From an optimization exercise on the open Yosys and OpenROAD flow, aimed at small area; shortcuts taken in it are not production practice. In this exercise RTL edits were held to simulation tests only and were not proved equivalent to the original. Power figures rest on the tool's default switching activity, not on a simulated workload.

`flow/run.sh`:
```
#!/bin/bash
# synth_recipe.tcl (not shown) runs the flow's synth.tcl, then flattens the netlist and writes it again
# the make line also repeats each setting of config.mk as NAME=value (left out here)
make -C /OpenROAD-flow-scripts/flow DESIGN_CONFIG=/design/flow/config.mk WORK_HOME=/design/flow/orfs CLKGATE_MAP_FILE= SYNTH_SCRIPT=/design/flow/synth_recipe.tcl finish
```
`flow/config.mk`:
```
export PLATFORM = sky130hd
export DESIGN_NAME = aia_ief
export DESIGN_NICKNAME = aia_ief
export VERILOG_FILES = /design/flow/design.v
export SDC_FILE = /design/flow/constraint.sdc
export NUM_CORES = 4
export LEC_CHECK = 0
export CAP_MARGIN = 20
export CORE_MARGIN = 2
export CORE_UTILIZATION = 40
export PLACE_DENSITY = 0.6
export SLEW_MARGIN = 20
```
`flow/design.v`:
```
module aia_ief (
    input  wire       clk,
    input  wire       rst,           
    input  wire [5:0] btn_n,         
    input  wire [3:0] enc,           
    input  wire       ir_in,         
    input  wire [2:0] host_op,       
    output reg  [7:0] host_rsp,      
    output wire       evt_pending    
);
    localparam [2:0] OP_INIT  = 3'd1;
    localparam [2:0] OP_POP   = 3'd2;
    localparam [2:0] OP_PEEK  = 3'd3;
    localparam [2:0] OP_ISANY = 3'd4;
    localparam [1:0] IR_IDLE = 2'd0;
    localparam [1:0] IR_SYNC = 2'd1;
    localparam [1:0] IR_BIT  = 2'd2;
    localparam [1:0] IR_REL  = 2'd3;
    localparam [1:0] PC_IDLE   = 2'd0;
    localparam [1:0] DB_QUAL   = 2'd1;
    localparam [1:0] DB_REL    = 2'd2;
    localparam [1:0] EN_SETTLE = 2'd3;
    reg        ie;                   
    reg        ir_prev;
    reg [1:0]  ir_st;
    reg [15:0] ir_w;                 
    reg [11:0] sr;                   
    reg        pcif;
    reg [9:0]  pc_prev;
    reg [1:0]  st;
    reg [5:0]  cand;
    reg [13:0] cnt;                  
    reg [19:0] tot;                  
    reg [1:0]  quad_a, quad_b;
    reg [2:0]  blips_a, blips_b;
    reg        kinit;
    reg [6:0]  evt;
    wire       op_init = (host_op == OP_INIT);
    wire [5:0] m       = ~btn_n;
    wire       m_any   = (btn_n != 6'h3f);
    wire       btn_chg = (btn_n != pc_prev[5:0]);
    wire       enc_chg = (enc != pc_prev[9:6]);
    wire       chg     = btn_chg | enc_chg;
    assign evt_pending = (evt != 7'd0);
    wire ir_busy = (ir_st != IR_IDLE);
    always @(*) begin
        host_rsp = 8'h00;
        if (!rst) begin
            case (host_op)
                OP_POP, OP_PEEK: host_rsp = {1'b0, evt};
                OP_ISANY:        host_rsp = {7'd0, m_any | ir_busy};
                default:         host_rsp = 8'h00;
            endcase
        end
    end
    function [6:0] cmd_map;
        input [6:0] cmd;
        begin
            case (cmd)
                7'h12:   cmd_map = 7'h04;
                7'h13:   cmd_map = 7'h08;
                7'h65:   cmd_map = 7'h01;
                7'h63:   cmd_map = 7'h02;
                7'h74:   cmd_map = 7'h40;
                7'h75:   cmd_map = 7'h41;
                7'h34:   cmd_map = 7'h42;
                7'h33:   cmd_map = 7'h43;
                default: cmd_map = 7'h00;
            endcase
        end
    endfunction
    wire cap     = ie && !op_init && (ir_busy ? (ir_prev ^ ir_in) : (ir_prev & ~ir_in));
    wire is_lead = (ir_w >= 16'd2100) && (ir_w <= 16'd2700);
    wire is_zero = (ir_w >= 16'd450)  && (ir_w <= 16'd749);
    wire is_one  = (ir_w >= 16'd900)  && (ir_w <= 16'd1499);
    wire ir_tmo  = ir_w[15] & ir_w[12] & ir_w[11] & ir_w[10] & ir_w[6];
    wire last    = sr[0];
    wire [6:0] ir_code = cmd_map(sr[7:1]);
    wire addr_ok = !is_one && (sr[11:8] == 4'b0001);
    wire post_ir = cap && !ir_prev && (ir_st == IR_BIT) && is_zero && last &&
                   (sr[11:8] == 4'b0001) && (ir_code != 7'd0);
    always @(posedge clk) begin
        ir_prev <= ir_in;
        if (rst) begin
            ie    <= 1'b0;
            ir_st <= IR_IDLE;
        end else if (op_init) begin
            ie    <= 1'b1;
            ir_st <= IR_IDLE;
        end else if (ie) begin
            if (cap) begin
                ir_w <= 16'd1;
                case (ir_st)
                    IR_IDLE: ir_st <= IR_SYNC;
                    IR_SYNC:
                        if (!ir_prev && is_lead) begin
                            sr    <= 12'h800;
                            ir_st <= IR_BIT;
                        end
                    IR_BIT:
                        if (!ir_prev) begin
                            if (!is_zero && !is_one) begin
                                ir_st <= IR_SYNC;
                            end else begin
                                sr <= {is_one, sr[11:1]};
                                if (last)
                                    ir_st <= addr_ok ? IR_REL : IR_SYNC;
                            end
                        end
                    default: ;
                endcase
            end else if (ir_busy) begin
                ir_w <= ir_w + 16'd1;
                if (ir_tmo)
                    ir_st <= IR_IDLE;
            end
        end
    end
    wire cnt_db  = cnt[13] & cnt[10] & cnt[9] & cnt[8] & (&cnt[3:0]);         
    wire cnt_en  = (&cnt[10:6]) & (&cnt[3:0]);                               
    wire tot_db  = tot[19] & tot[18] & tot[17] & tot[16] & tot[14] & tot[9] &
                   ((&tot[5:0]) | tot[6]);                                   
    wire tot_en  = tot[15] & tot[12] & tot[11] & tot[10] & (&tot[5:0]);      
    reg        clr, post_db, sample;
    reg [1:0]  st_n;
    reg [13:0] cnt_n;
    reg [19:0] tot_n;
    always @(*) begin
        clr     = 1'b0;
        post_db = 1'b0;
        sample  = 1'b0;
        st_n    = st;
        cnt_n   = cnt + 14'd1;
        tot_n   = tot + 20'd1;
        case (st)
            PC_IDLE: begin
                cnt_n = 14'd1;
                tot_n = 20'd0;
                if (pcif) begin
                    clr  = 1'b1;
                    st_n = m_any ? DB_QUAL : EN_SETTLE;
                end
            end
            DB_QUAL: begin
                if (!btn_chg) begin
                    if (cnt_db) begin
                        st_n  = DB_REL;
                        cnt_n = 14'd0;
                    end else if (tot_db) begin
                        clr = 1'b1;
                    end
                end else begin
                    cnt_n = 14'd1;
                    if (!m_any || tot_db)
                        clr = 1'b1;
                end
            end
            DB_REL: begin
                if (m_any)
                    cnt_n = 14'd0;
                if (!m_any && cnt_db) begin
                    post_db = 1'b1;
                    clr     = 1'b1;
                end else if (tot_db) begin
                    clr = 1'b1;
                end
            end
            default: begin
                if (enc_chg)
                    cnt_n = 14'd1;
                if (!enc_chg && cnt_en) begin
                    sample = 1'b1;
                    st_n   = PC_IDLE;
                end else if (tot_en) begin
                    st_n = PC_IDLE;
                end
            end
        endcase
        if (clr && st != PC_IDLE) begin
            st_n  = EN_SETTLE;
            cnt_n = 14'd1;
            tot_n = 20'd0;
        end
    end
    wire [1:0] q_a = {enc[1], enc[1] ^ enc[0]};
    wire [1:0] q_b = {enc[3], enc[3] ^ enc[2]};
    reg  [1:0] d_a, d_b;
    reg  [3:0] b_a, b_b;
    reg  [2:0] blips_a_n, blips_b_n;
    reg        post_a, post_b;
    reg  [6:0] code_a, code_b;
    always @(*) begin
        d_a    = q_a - quad_a;
        b_a    = {blips_a[2], blips_a};
        post_a = 1'b0;
        code_a = 7'h04;
        if (d_a == 2'd1) b_a = b_a + 4'd1;
        if (d_a == 2'd3) b_a = b_a - 4'd1;
        if (b_a == 4'd4) begin
            post_a = 1'b1; code_a = 7'h04; b_a = 4'd0;
        end else if (b_a == 4'b1100) begin
            post_a = 1'b1; code_a = 7'h08; b_a = 4'd0;
        end
        if (q_a == 2'd0) b_a = 4'd0;
        blips_a_n = b_a[2:0];
        d_b    = q_b - quad_b;
        b_b    = {blips_b[2], blips_b};
        post_b = 1'b0;
        code_b = 7'h20;
        if (d_b == 2'd1) b_b = b_b + 4'd1;
        if (d_b == 2'd3) b_b = b_b - 4'd1;
        if (b_b == 4'd4) begin
            post_b = 1'b1; code_b = 7'h20; b_b = 4'd0;
        end else if (b_b == 4'b1100) begin
            post_b = 1'b1; code_b = 7'h10; b_b = 4'd0;
        end
        if (q_b == 2'd0) b_b = 4'd0;
        blips_b_n = b_b[2:0];
    end
    always @(posedge clk) begin
        pc_prev <= {enc, btn_n};
        if (st != DB_REL)
            cand <= m;
        if (rst) begin
            pcif    <= 1'b0;
            st      <= PC_IDLE;
            blips_a <= 3'd0;
            blips_b <= 3'd0;
            kinit   <= 1'b0;
        end else if (op_init) begin
            pcif <= 1'b0;
            st   <= PC_IDLE;
        end else begin
            pcif <= (pcif && !clr) || (ie && chg);
            st   <= st_n;
            cnt  <= cnt_n;
            tot  <= tot_n;
            if (sample) begin
                quad_a <= q_a;
                quad_b <= q_b;
                kinit  <= 1'b1;
                if (kinit) begin
                    blips_a <= blips_a_n;
                    blips_b <= blips_b_n;
                end
            end
        end
    end
    reg [6:0] evt_n;
    always @(*) begin
        evt_n = (host_op == OP_POP) ? 7'd0 : evt;
        if (!op_init) begin
            if (post_db)                   evt_n = {1'b0, cand};
            if (sample && kinit && post_a) evt_n = code_a;
            if (sample && kinit && post_b) evt_n = code_b;
            if (post_ir)                   evt_n = ir_code;
        end
    end
    always @(posedge clk) begin
        if (rst)
            evt <= 7'd0;
        else
            evt <= evt_n;
    end
endmodule
```
`flow/constraint.sdc`:
```
create_clock -name core_clock -period 10.0 [get_ports {clk}]
set_input_delay 2.0000 -clock core_clock [delete_from_list [all_inputs] [get_ports {clk}]]
set_output_delay 2.0000 -clock core_clock [all_outputs]
set_load 0.01 [all_outputs]
```
==> impl_metrics.ini <==
[setup_path]
cp-end-kind = primary output
startpoint_type = input pin
worstPathMaxFanout = 9
required_ns = 8.00
r2r_setup_slack_ns = 6.83
rr_startpoint = ir_st[0]
critPathKind = input pin to primary output
cp_data_arrival_time_ns = 4.32
reg2reg_depth = 7
crit-reg2reg-capture = sr[0]

[synth]
synth_adder_area_share_pct = 3.70
synth_xor_area_share_pct = 8.43
ys_ff_latch = 103
synth_top_family_by_area = simple AND/OR/NAND/NOR gates
synthArstFlopShare_pct = 0
syn_area_per_cell_um2 = 9.70
synth_top_area_share_pct = 35.5
synth_top_area_cell = edfxtp_1
synth_area_um2 = 6080
ys_seq_area_share_pct = 45.7
synth-compound-area-share_pct = 11.9
synth_ff_type = edfxtp_1
synthesis.nets = 661
synth-simple-area-share_pct = 23.6
netlist_instances = 627
synthDistinctLibCells = 81
synthMuxAreaShare_pct = 2.02
synth_area_leaders = edfxtp_1 (36%), dfxtp_1 (10%), xor2_1 (4.9%)
synth_edf_count = 72
synth_most_common_cell = edfxtp_1
synth_warnings = 1
synth_common_cells = edfxtp_1 (72), nor2_1 (65), nand2_1 (42)

[cells_and_area]
fin_nets = 671
drive_above_1_share_pct = 5.14
antenna_cells = 0
area_growth_pct = 11.1
utilization_pct = 45.0

[sta]
hold_violations = 0
setup_violations = 0
period_needed_ns = 6.32
rsz0062_at_grt = no
skew_ns = 0.00959
slew_headroom_pct = 33.9
clock.fmax_ghz = 0.158
fin_crit_sh_pct = 63.2
setup_tns_ns = 0
slew_viol_final = 0
tightest_slew_ns = 0.983

[placed_design]
hpwlAfterDp_mm = 9.41
io_buffers = 23
place_congestion = 0.866

[detailed_routing]
drc_errors = 0
wl_met1_mm = 6.36
top_layer = met4
wl_met2_mm = 5.90
drt_iter0_markers = 299
via_count = 4583
vias_per_cell = 5.52
wl_per_cell_um = 15.6
ant_nets = 0
wl_mm = 13.0
dr.pass1.iters = 5
wl_met3_um = 474

[min_path]
min_to = ir_st[0]
hold_depth = 2
hold_class = register to register
min_from = ir_st[0]

[floorplanning]
die_area_um2 = 16200
die_h_um = 127
row_count = 45
ios = 25
core-area_um2 = 15000
die_x_um = 127
initial_utilization_pct = 40.5

[clock_tree]
clk_pin_slew_worst_paths_ns = 0.06
ctsResizeCount = 0
cts_buffers = 9
cts.sinks = 103
cts_tree = yes
cts_root_buf = clkbuf_16
htree_levels = 3
clock_latency_ns = 0.35
cts_hold_buffers = 0
cts_setup_buffers = 0
clockBufferDepth = 2

[global_routing]
antenna_found_initial = 0
grt_pass1_wl_mm = 21.9
grt_use_total_pct = 16.7
grt_max_degree = 42
grt_pass1_vias = 4412
overflow = 0

[power]
power_density_nw_per_um2 = 134
sw_frac_of_total_pct = 22.0
clockPowerShare_pct = 40.6
switchingPower_mw = 0.199
power.internal_mw = 0.708
ir_drop_v = 0.0000883
combinationalPowerShare_pct = 6.9
seq_power_share_pct = 52.4
leakagePower_nw = 2.40

[job]
max-cap-violations = 0

[outcome]
status = finished clean
how the worst max path moves through the flow:
stage | startpoint | to | slack [ns] | depth (start not counted)
final | btn_n[5] | host_rsp[0] | 3.68 | 7
after detailed placement | btn_n[2] | host_rsp[0] | 3.62 | 7
after CTS | btn_n[2] | host_rsp[0] | 3.63 | 7
after global routing | btn_n[5] | host_rsp[0] | 3.46 | 7
after floorplan | btn_n[4] | host_rsp[0] | 5.10 | 5
after global placement | btn_n[4] | host_rsp[0] | 3.67 | 7
area by class of cell:
cell class / instances / area (um^2)
Clock inverter: 3 / 38.8
Tap cell: 188 / 235
Clock buffer: 13 / 272
Inverter: 42 / 158
Sequential cell: 103 / 2780
Multi-Input combinational cell: 456 / 3030
Timing Repair Buffer: 25 / 245
Fill cell: 1427 / 8270
cell usage in the layout, fill, tap and decap left out, drive strengths merged, types with 10 or more instances in the layout:
| cell | count |
|---|---|
| nand2 | 42 |
| dfxtp | 31 |
| nor3 | 18 |
| xor2 | 34 |
| a21oi | 22 |
| o21ai | 18 |
| edfxtp | 72 |
| inv | 41 |
| mux2i | 10 |
| nand4 | 14 |
| clkdlybuf4s50 | 23 |
| nor2 | 65 |
| and3 | 17 |
| and2 | 23 |
| ha | 18 |
| nand3 | 28 |
| clkbuf | 13 |
| xnor2 | 19 |
state kept, by name, indices dropped and copies added, names as in the netlist:
| register | flops |
|---|---|
| blips_a | 3 |
| evt | 7 |
| cnt | 14 |
| quad_b | 2 |
| kinit | 1 |
| pc_prev | 10 |
| ir_w | 16 |
| st | 2 |
| blips_b | 3 |
| pcif | 1 |
| sr | 12 |
| cand | 6 |
| quad_a | 2 |
| ir_st | 2 |
| tot | 20 |
| ie | 1 |
| ir_prev | 1 |
per-stage QoR:
step / instances / setup slack, ns / hold WS (ns) / area, um^2 / power (mW)
final: 830 / 3.68 / 0.493 / 6760 / 0.907
after global routing: 830 / 3.46 / 0.541 / 6760 / 0.940
after CTS: 830 / 3.63 / 0.496 / 6750 / 0.917
after detailed placement: 814 / 3.62 / 0.487 / 6440 / 0.548
after global placement: 814 / 3.67 / 0.465 / 6440 / 0.545
after floorplan: 627 / 5.10 / 0.449 / 6080 / 0.525
per-layer routing:
metal	GRT usage [%]	vias to the layer above
met1	23.3	2209
met3	2.89	12
met4	6.14	0
met5	0	-
met2	26.2	75
li1	-	2287
logic make-up (layout without fill, tap and decap cells):
| family | count (synthesis) | in the layout |
|---|---|---|
| xor gates and xnor gates | 55 | 55 |
| muxes | 12 | 12 |
| other | 1 | 1 |
| and+or+nand+nor | 268 | 268 |
| adders and majority gates | 18 | 18 |
| buffers and inverters | 68 | 83 |
| AOI/OAI and AO/OA | 102 | 102 |
| DFF | 103 | 103 |
worst max-delay path, cell delays in order:
cell and delay (ns):
clkdlybuf4s50_1 0.54, nand4_1 0.11, nor3_1 0.76, nand2_1 0.15
a31oi_1 0.19, nor2_1 0.06, clkdlybuf4s50_1 0.50
power groups by stage:
stage / clock network [mW] / logic, mW / registers (mW)
final: 0.368 / 0.0629 / 0.476
after global routing: 0.392 / 0.0707 / 0.477
after global placement: 0 / 0.0610 / 0.484
after detailed placement: 0 / 0.0628 / 0.485
after floorplan: 0 / 0.0430 / 0.482
after CTS: 0.378 / 0.0632 / 0.475

-- static timing again, ports no longer ideal --
The results above use ideal ports. As a check the final layout listed here was re-extracted and re-timed, cells and wires unchanged.
Step 1: set_driving_cell puts a clkbuf_16 on clk and a buf_2 on each other input, an assumption about the parent block.
Step 2 times the ports against the registers' clock, not the clock port: input delays grow and output delays shrink by t, the midpoint of the rising clock arrivals with the driver on.
a / b / c = ideal ports / drivers / drivers and shift; a / b = the first two.
shift t [ns]: 0.395
setup slack, ns: 3.681 / 3.658 / 3.658
pins driven straight from the clock port: 1
After both steps this run still meets setup and hold. For this run, drivers alone change the setup slack by -0.023 ns; drivers and shift together by -0.023 ns.
